What follows belongs to an exercise in optimizing a design on an open flow for small area, a short achievable clock period and few clock cycles per item; a production flow would make more cautious choices.
Only simulation tests tie the RTL to the original design; equivalence was not proved.
Power and IR drop assume default switching activity.

// lfp16_mcu
module lfp16_mcu (
    input  wire        clk,
    input  wire        rst,         
    input  wire        cmd_valid,
    output wire        cmd_ready,
    input  wire [63:0] cmd,
    output reg         rsp_valid,
    input  wire        rsp_ready,
    output wire [63:0] rsp
);
    reg [3:0] cfg_f;
    reg       cfg_rmode;    
    wire [7:0]  op = cmd[63:56];
    wire [14:0] ma = cmd[14:0];
    wire [14:0] mb = cmd[46:32];
    wire        sa = cmd[15];
    wire        sb = cmd[47];
    wire [31:0] x  = cmd[31:0];
    wire z_rsv = ~|cmd[55:48];
    wire z_b   = ~|cmd[47:32];
    wire z_ahi = ~|cmd[31:16];
    wire mz_a  = ~|ma;
    wire mz_b  = ~|mb;
    wire a_zero = mz_a & ~sa;
    wire a_nar  = mz_a & sa;
    wire b_zero = z_b;
    wire b_nar  = mz_b & sb;
    wire ok_n   = z_rsv & z_b & z_ahi & a_zero;
    wire ok_u16 = z_rsv & z_b & z_ahi;
    wire ok_u32 = z_rsv & z_b;
    wire ok_b16 = z_rsv & z_ahi;
    wire hi0 = (op[7:4] == 4'h0);
    wire hi1 = (op[7:4] == 4'h1);
    wire hi2 = (op[7:4] == 4'h2);
    wire [3:0] lo = op[3:0];
    wire is_getcfg = hi0 & (lo == 4'h1);
    wire is_setf   = hi0 & (lo == 4'h2);
    wire is_setr   = hi0 & (lo == 4'h3);
    wire is_mul    = hi1 & (lo == 4'h0);
    wire is_div    = hi1 & (lo == 4'h1);
    wire is_sqr    = hi1 & (lo == 4'h2);
    wire is_sqrt   = hi1 & (lo == 4'h3);
    wire is_inv    = hi1 & (lo == 4'h4);
    wire is_neg    = hi1 & (lo == 4'h5);
    wire is_cmp    = hi2 & (lo <= 4'h4);
    wire illegal = ~(((is_mul | is_div | is_cmp) & ok_b16) |
                     ((is_sqr | is_sqrt | is_inv | is_neg) & ok_u16) |
  ...
For scale: roughly 31 flip-flops, ~0.0036 mm^2 of cells after synthesis.
export LEC_CHECK = 0
export CAP_MARGIN = 20
export CORE_MARGIN = 2
export CORE_UTILIZATION = 50
export SETUP_SLACK_MARGIN = 2.2
export SLEW_MARGIN = 20
create_clock -name core_clock -period 6.0 [get_ports {clk}]
standard.sh (not shown) runs the stock make flow with config.mk's settings and CLKGATE_MAP_FILE= SYNTH_SCRIPT=/design/flow/synth_recipe.tcl, a recipe that flattens the netlist after the stock synthesis.
==> flow/flow/run.sh <==
#!/bin/bash
# Own flow: the standard layout (standard.sh), except
#  - synthesis (flow/mysynth.tcl) maps with flow/abc.script; the registers
#    are those of the standard synthesis;
#  - every port still gets its buffer, but a plain sky130 buf_1 instead of
#    the delay cell buffer_ports picks by default;
#  - flow/opts.sh may set further options (see there).
# Each tool's output goes to a log file here (synth.log, layout.log).
set -euo pipefail
W=$(pwd)
export MY_ABC_SCRIPT="$W/flow/abc.script"
export MY_ABC_D=
export BUFFER_PORTS_ARGS="-buffer_cell sky130_fd_sc_hd__buf_1"
if [[ -f "$W/flow/opts.sh" ]]; then source "$W/flow/opts.sh"; fi
make -C "$FLOW_HOME" DESIGN_CONFIG="$W/config.mk" WORK_HOME="$W/orfs" CLKGATE_MAP_FILE= \
  SYNTH_SCRIPT="$W/flow/mysynth.tcl" synth > "$W/synth.log" 2>&1
bash standard.sh finish > "$W/layout.log" 2>&1
==> flow/flow/abc.script <==
strash
dc2
dch -f
map -D 2000
topo
buffer -p
upsize -D 2000
dnsize -D 2000
stime -p
==> flow/flow/mysynth.tcl <==
# The standard synthesis (synth_recipe.tcl), with only the ABC mapping call
# replaced: flow/abc.script (MY_ABC_SCRIPT) instead of the ORFS speed script,
# and, when MY_NO_FA is set, no extraction of full/half adder cells.
proc synth {args} { yosys synth -nofsm -noshare {*}$args }
proc abc {args} {
  set out {}
  set skip 0
  foreach a $args {
    if {$skip} { set skip 0; continue }
    if {$a eq "-script" || $a eq "-D"} { set skip 1; continue }
    lappend out $a
  }
  if {[info exists ::env(MY_ABC_SCRIPT)] && $::env(MY_ABC_SCRIPT) ne ""} {
    lappend out -script $::env(MY_ABC_SCRIPT)
  }
  if {[info exists ::env(MY_ABC_D)] && $::env(MY_ABC_D) ne ""} {
    lappend out -D $::env(MY_ABC_D)
  }
  puts "abc call: $out"
  yosys abc {*}$out
}
if {[info exists ::env(MY_NO_FA)] && $::env(MY_NO_FA) ne ""} { set ::env(ADDER_MAP_FILE) "" }
source $::env(SCRIPTS_DIR)/synth.tcl
# left out here: clear keep_hierarchy, flatten, clean up, hide names made inside functions, write 1_2_yosys.v
==> flow/flow/opts.sh <==
# keep the single tie cell synthesis makes for the constant outputs
export SKIP_REPAIR_TIE_FANOUT=1
Testbench counts at the start, summed over its fixed seeds: cycles 24,008, items 24,000.
Then changed:
==> flow/flow/abc.script (replaced) <==
strash
dch -f
map -D 2000
topo
buffer -p
upsize -D 2000
dnsize -D 2000
stime -p
CORE_UTILIZATION = 40   (was 50)
- sequential cell count is unchanged
- power came out lower by 0.57%
- worst hold slack degrades by 0.011 ns
- clock power came out lower by about 9%
- final cell count came out higher by 2.9%
- via count came out higher by 2.1%
- non-clock buffer count came out lower by 11
- routed wire length came out higher by 5.4%
- synthesized area came out higher by 1.4%
- setup slack improves by 0.0075 ns
Then changed:
==> flow/flow/abc.script (replaced) <==
strash
dc2
dch -f
map -D 2000
topo
buffer -p
upsize -D 2000
dnsize -D 2000
stime -p
SETUP_SLACK_MARGIN = 2.0   (was 2.2)
Outcome: Critical path depth climbs by 2; synthesized cell count drops by a few percent; hold slack improved by 0.0074 ns; setup slack got worse by 0.13 ns; non-clock buffer count drops by 5; utilization drops by 0.79 points; sequential power stays flat; global-route usage drops by 1.3 points; die area drops slightly.

---

== alpha ==
The RTL this note starts from:
==> flow/design.v <==
module lfp16_mcu (
    input  wire        clk,
    input  wire        rst,         
    input  wire        cmd_valid,
    output wire        cmd_ready,
    input  wire [63:0] cmd,
    output reg         rsp_valid,
    input  wire        rsp_ready,
    output wire [63:0] rsp
);
    reg [3:0] cfg_f;
    reg       cfg_rmode;    
    wire [7:0]  op = cmd[63:56];
    wire [14:0] ma = cmd[14:0];
    wire [14:0] mb = cmd[46:32];
    wire        sa = cmd[15];
    wire        sb = cmd[47];
    wire [31:0] x  = cmd[31:0];
    wire z_rsv = ~|cmd[55:48];
    wire z_b   = ~|cmd[47:32];
    wire z_ahi = ~|cmd[31:16];
    wire mz_a  = ~|ma;
    wire mz_b  = ~|mb;
    wire a_zero = mz_a & ~sa;
    wire a_nar  = mz_a & sa;
    wire b_zero = z_b;
    wire b_nar  = mz_b & sb;
    wire ok_n   = z_rsv & z_b & z_ahi & a_zero;
    wire ok_u16 = z_rsv & z_b & z_ahi;
    wire ok_u32 = z_rsv & z_b;
    wire ok_b16 = z_rsv & z_ahi;
    wire hi0 = (op[7:4] == 4'h0);
    wire hi1 = (op[7:4] == 4'h1);
    wire hi2 = (op[7:4] == 4'h2);
    wire [3:0] lo = op[3:0];
    wire is_getcfg = hi0 & (lo == 4'h1);
    wire is_setf   = hi0 & (lo == 4'h2);
    wire is_setr   = hi0 & (lo == 4'h3);
    wire is_mul    = hi1 & (lo == 4'h0);
    wire is_div    = hi1 & (lo == 4'h1);
    wire is_sqr    = hi1 & (lo == 4'h2);
    wire is_sqrt   = hi1 & (lo == 4'h3);
    wire is_inv    = hi1 & (lo == 4'h4);
    wire is_neg    = hi1 & (lo == 4'h5);
    wire is_cmp    = hi2 & (lo <= 4'h4);
    wire illegal = ~(((is_mul | is_div | is_cmp) & ok_b16) |
                     ((is_sqr | is_sqrt | is_inv | is_neg) & ok_u16) |
                     (is_getcfg & ok_n) | ((is_setf | is_setr) & ok_u32));
    wire f_fmt  = ~z_ahi | (|x[15:4]) | (x[3:0] < 4'd7) | (x[3:0] > 4'd11);
    wire f_rnd  = ~z_ahi | (|x[15:1]);
    wire f_neg  = sa & ~mz_a;
    wire [2:0] fault = illegal ? 3'd4 :
                       (is_sqrt & f_neg) ? 3'd3 :
                       (is_setr & f_rnd) ? 3'd2 :
                       (is_setf & f_fmt) ? 3'd1 : 3'd0;
    wire notice  = is_setf & ~illegal & ~f_fmt;
    wire set_r   = is_setr & ~illegal & ~f_rnd;
    wire q_inv  = op[5] | op[2] | op[0];
    wire q_k    = ~op[5] & (op[1] | op[2] | ~op[4]);
    wire k_14   = q_k & ~(op[4] & op[1] & ~op[0]);         
    wire k_13   = op[4] & op[1] & op[0];                  
    wire p_m    = op[5] | (op[4] & ~op[1] & (~op[2] | op[0]));
    wire p_sqr  = op[4] & op[1] & ~op[0];
    wire p_sqrt = op[4] & op[1] & op[0];
    wire p_inv  = op[4] & op[2] & ~op[0];
    wire p_cfg  = ~op[4];
    wire r_bit  = cfg_rmode & ma[0] & ma[1];
    wire [14:0] q_val = ((mb ^ {15{q_inv}}) & {15{~q_k}}) | {k_14, k_13, 13'd0};
    wire [15:0] p_alt = ({ma, 1'b0} & {16{p_sqr}}) | ({2'b0, ma[14:1]} & {16{p_sqrt}}) |
                        ({1'b0, ~ma} & {16{p_inv}}) |
                        ({7'd0, cfg_rmode, ~cfg_f, cfg_f} & {16{p_cfg}});
    wire [15:0] p_val = p_m ? {1'b0, ma} : p_alt;
    wire        c_in  = p_sqrt ? r_bit : (q_inv & ~q_k) | p_inv;
    wire [9:0] lo_ext = {1'b0, p_val[7:0], 1'b1} + {1'b0, q_val[7:0], c_in};
    wire [8:0] t_lo   = lo_ext[9:1];            
    wire [7:0] u_hi   = p_val[15:8] + {1'b0, q_val[14:8]};
    reg k_n, s15_n;
    always @(*) begin
        k_n = 1'b1; s15_n = 1'b0;
        if (is_getcfg) begin
            k_n = 1'b0;
        end else if (is_mul) begin
            k_n = a_nar | b_nar | a_zero | b_zero;
            s15_n = a_nar | b_nar | (~a_zero & ~b_zero & (sa ^ sb));
        end else if (is_div) begin
            k_n = a_nar | b_nar | b_zero | a_zero;
            s15_n = a_nar | b_nar | b_zero | (~a_zero & (sa ^ sb));
        end else if (is_sqr | is_sqrt) begin
            k_n = mz_a;
            s15_n = a_nar;
        end else if (is_inv) begin
            k_n = mz_a;
            s15_n = mz_a | sa;
        end else if (is_neg) begin
            k_n = mz_a;
            s15_n = sa ^ ~mz_a;
        end
    end
    wire lt11 = sa & ~sb;                   
    wire eq11 = ~(sa ^ sb);
    wire lt10 = sa;                         
    wire lt0  = ~sb;                        
    reg  x11_n, x10_n, x0_n;
    always @(*) begin
        case (lo[2:0])
            3'd0:    begin x11_n = eq11;          x10_n = 1'b0;  x0_n = 1'b0; end
            3'd1:    begin x11_n = lt11 | eq11;   x10_n = lt10;  x0_n = lt0;  end
            3'd2:    begin x11_n = lt11;          x10_n = lt10;  x0_n = lt0;  end
            3'd3:    begin x11_n = ~lt11 & ~eq11; x10_n = ~lt10; x0_n = ~lt0; end
            default: begin x11_n = ~lt11;         x10_n = ~lt10; x0_n = ~lt0; end
        endcase
    end
    wire cmp_ok = is_cmp & ~a_nar & ~b_nar;
    assign cmd_ready = ~rsp_valid | rsp_ready;
    reg [8:0]  r_lo;
    reg [7:0]  r_hi;
    reg        r_k, r_s15, r_x11, r_x10, r_x0;
    reg [2:0]  r_fc;        
    always @(posedge clk) begin
        if (rst) begin
            cfg_f     <= 4'd8;
            cfg_rmode <= 1'b0;
            rsp_valid <= 1'b0;
        end else begin
            rsp_valid <= cmd_valid | (rsp_valid & ~rsp_ready);
            if (cmd_valid & cmd_ready & notice) cfg_f     <= x[3:0];
            if (cmd_valid & cmd_ready & set_r)  cfg_rmode <= x[0];
        end
        if (cmd_ready) begin
            r_lo     <= t_lo;
            r_hi     <= u_hi;
            r_k      <= k_n;
            r_s15    <= s15_n;
            r_x11    <= x11_n & cmp_ok;
            r_x10    <= x10_n & cmp_ok;
            r_x0     <= x0_n & cmp_ok;
            r_fc     <= notice ? 3'd5 : fault;
        end
    end
    wire [15:0] r_t = {r_hi + {7'd0, r_lo[8]}, r_lo[7:0]};
    wire z_hi = r_lo[8] ? (&r_hi[5:0]) : ~|r_hi[5:0];
    wire over  = r_t[15] & r_t[14];
    wire under = ~r_t[15] & ~r_t[14];
    wire z13_1 = z_hi & ~|r_lo[7:1];
    wire [14:0] m_cl;
    assign m_cl[14]   = r_t[15];
    assign m_cl[13:1] = (r_t[13:1] | {13{over}}) & {13{~under}};
    assign m_cl[0]    = r_t[0] | over | under | (~r_t[15] & z13_1);
    wire [2:0] r_fault  = {r_fc[2] & ~r_fc[0], r_fc[1], r_fc[0] & ~r_fc[2]};
    wire       r_notice = r_fc[2] & r_fc[0];
    wire live = ~r_fc[1] & ~(r_fc[2] ^ r_fc[0]);
    wire [15:0] r_res;
    assign r_res[15]   = r_s15 & live;
    assign r_res[14:1] = m_cl[14:1] & {14{~r_k & live}};
    wire eq_m = ~r_t[14] & z13_1 & ~r_t[0];           
    wire c_bit = r_t[15] ? (eq_m ? r_x11 : r_x10) : r_x0;
    assign r_res[0]    = ((m_cl[0] & ~r_k) | c_bit) & live;
    assign rsp = {28'd0, r_notice, r_fault, 16'd0, r_res};
endmodule
export LEC_CHECK = 0
export CAP_MARGIN = 20
export CORE_MARGIN = 2
export CORE_UTILIZATION = 40
export SETUP_SLACK_MARGIN = 2.4
export SLEW_MARGIN = 20
create_clock -name core_clock -period 6.0 [get_ports {clk}]
==> flow/flow/abc.script <==
strash
dc2
dch -f
map -D 2000
topo
buffer -p
upsize -D 2000
dnsize -D 2000
stime -p
Scripts as last shown in full above: flow/flow/run.sh, flow/flow/mysynth.tcl, flow/flow/opts.sh
Testbench counts of alpha, summed over its fixed seeds: cycles 24,008, items 24,000.
Changes in beta relative to alpha:
==> flow/flow/abc.script <==
strash
dc2
dch -f
map -D 3000
topo
buffer -p
upsize -D 3000
dnsize -D 3000
stime -p
diff --git a/flow/config.mk b/flow/config.mk
--- a/flow/config.mk
+++ b/flow/config.mk
@@ -10,3 +10,3 @@
 export CORE_UTILIZATION = 40
-export SETUP_SLACK_MARGIN = 2.4
+export SETUP_SLACK_MARGIN = 2.0
 export SLEW_MARGIN = 20
- Both conditions hold for beta: the flow ran to the end and the final layout passed the timing, DRC and antenna checks.
- beta vs. alpha: biggest cell delay along the critical path shows a reduction of 0.16 ns; final-layout non-clock buffer area share shows a reduction of 5.9 points; worst-case reg-to-reg path depth shows a reduction of 1; sequential-to-total area share from yosys stat shows no meaningful change; post-detailed-route via-to-cell ratio shows no meaningful change.
- Summary of beta over alpha: clock power up about 30%, time the worst path needs with I/O delays and setup climbed 0.26 ns, combinational power saw a decrease, total of cells resized after clock tree synthesis fell 27, sequential share of layout area now sits higher.
The inputs of gamma differ from those of beta as listed below.
==> flow/flow/abc.script <==
strash
dc2
dch -f
map -D 2000
topo
buffer -p
upsize -D 2000
dnsize -D 2000
stime -p
diff --git a/flow/config.mk b/flow/config.mk
--- a/flow/config.mk
+++ b/flow/config.mk
@@ -9,3 +9,3 @@
 export CORE_MARGIN = 2
-export CORE_UTILIZATION = 40
+export CORE_UTILIZATION = 55
 export SETUP_SLACK_MARGIN = 2.0
[summary]
- The final layout from gamma, which completed every stage, passed the timing, DRC and antenna checks at the end of the flow.
- Per the comparison of gamma with beta, multi-input logic portion of the cell area increased by 1.3 points relative to the old numbers, post-layout utilization of the core increased by 16 points relative to the old numbers, internal power closely matched the old numbers.
- Routed wire length shrinks slightly when moving from beta to gamma.
- Capturing instance or port of the critical path = r_lo[7]$_DFFE_PN_: gamma; capturing instance or port of the critical path = r_hi[7]$_DFFE_PN_: beta
- On worst stage delay on the critical path: gamma sits above beta.
- The run showing the greater die extent in y is beta.
- Of beta and gamma, the lower wire length of the first global-routing pass belongs to gamma.
- gamma against beta: final cell area excluding filler cells lower; number of nets at the end of the flow lower; slack of the worst reg-to-reg path higher.
The following lists how delta was set up differently from gamma:
diff --git a/flow/config.mk b/flow/config.mk
--- a/flow/config.mk
+++ b/flow/config.mk
@@ -9,4 +9,4 @@
 export CORE_MARGIN = 2
-export CORE_UTILIZATION = 55
-export SETUP_SLACK_MARGIN = 2.0
+export CORE_UTILIZATION = 40
+export SETUP_SLACK_MARGIN = 2.3
 export SLEW_MARGIN = 20
[summary]
- Compared with gamma, in delta clock tree cell share of total cell area fell 0.19 points; cell count went up by 47; area added between synthesis and finish went up 7.9 points; overall routed net length picked up an extra about 6%; number of multi-input logic gates shows no meaningful change.
- Between delta and gamma, the number of global-route vias before repair is lower for delta.

separate check: timing with driven ports:
The flow's constraints put no driver on any port. The routed layouts listed below were extracted and timed again, unchanged, in two steps. Step 1 sets driving cells, clkbuf_16 on the clock port and buf_2 on the other inputs (assumed; they add their load-dependent delay and slew). Step 2 adds t to the input delays and takes it off the output delays; t is the mean of the earliest and latest rising clock arrival at the registers after step 1. Input paths then give back, and output paths get back, about the clock's delay inside the block. a / b / c = no drivers / after step 1 / after step 2; a / b = the first two.
run	t, ns	setup WS [ns]	worst hold slack (ns)
the first run of note 1	0.319	2.365 / 2.334 / 2.064	0.498 / 0.498 / 0.498
the second run of note 1	0.305	2.372 / 2.380 / 2.075	0.487 / 0.487 / 0.487
the third run of note 1	0.312	2.241 / 2.246 / 1.937	0.494 / 0.494 / 0.494
alpha	0.298	2.403 / 2.375 / 2.196	0.502 / 0.502 / 0.502
beta	0.304	2.146 / 2.149 / 1.845	0.512 / 0.512 / 0.512
gamma	0.312	2.199 / 2.193 / 1.894	0.496 / 0.496 / 0.496
delta	0.310	2.363 / 2.334 / 2.096	0.493 / 0.493 / 0.493
After both steps setup and hold are still met in every run listed. The setup slack of gamma, which loses most, moves by -0.006 ns with the drivers and by -0.305 ns with both steps.
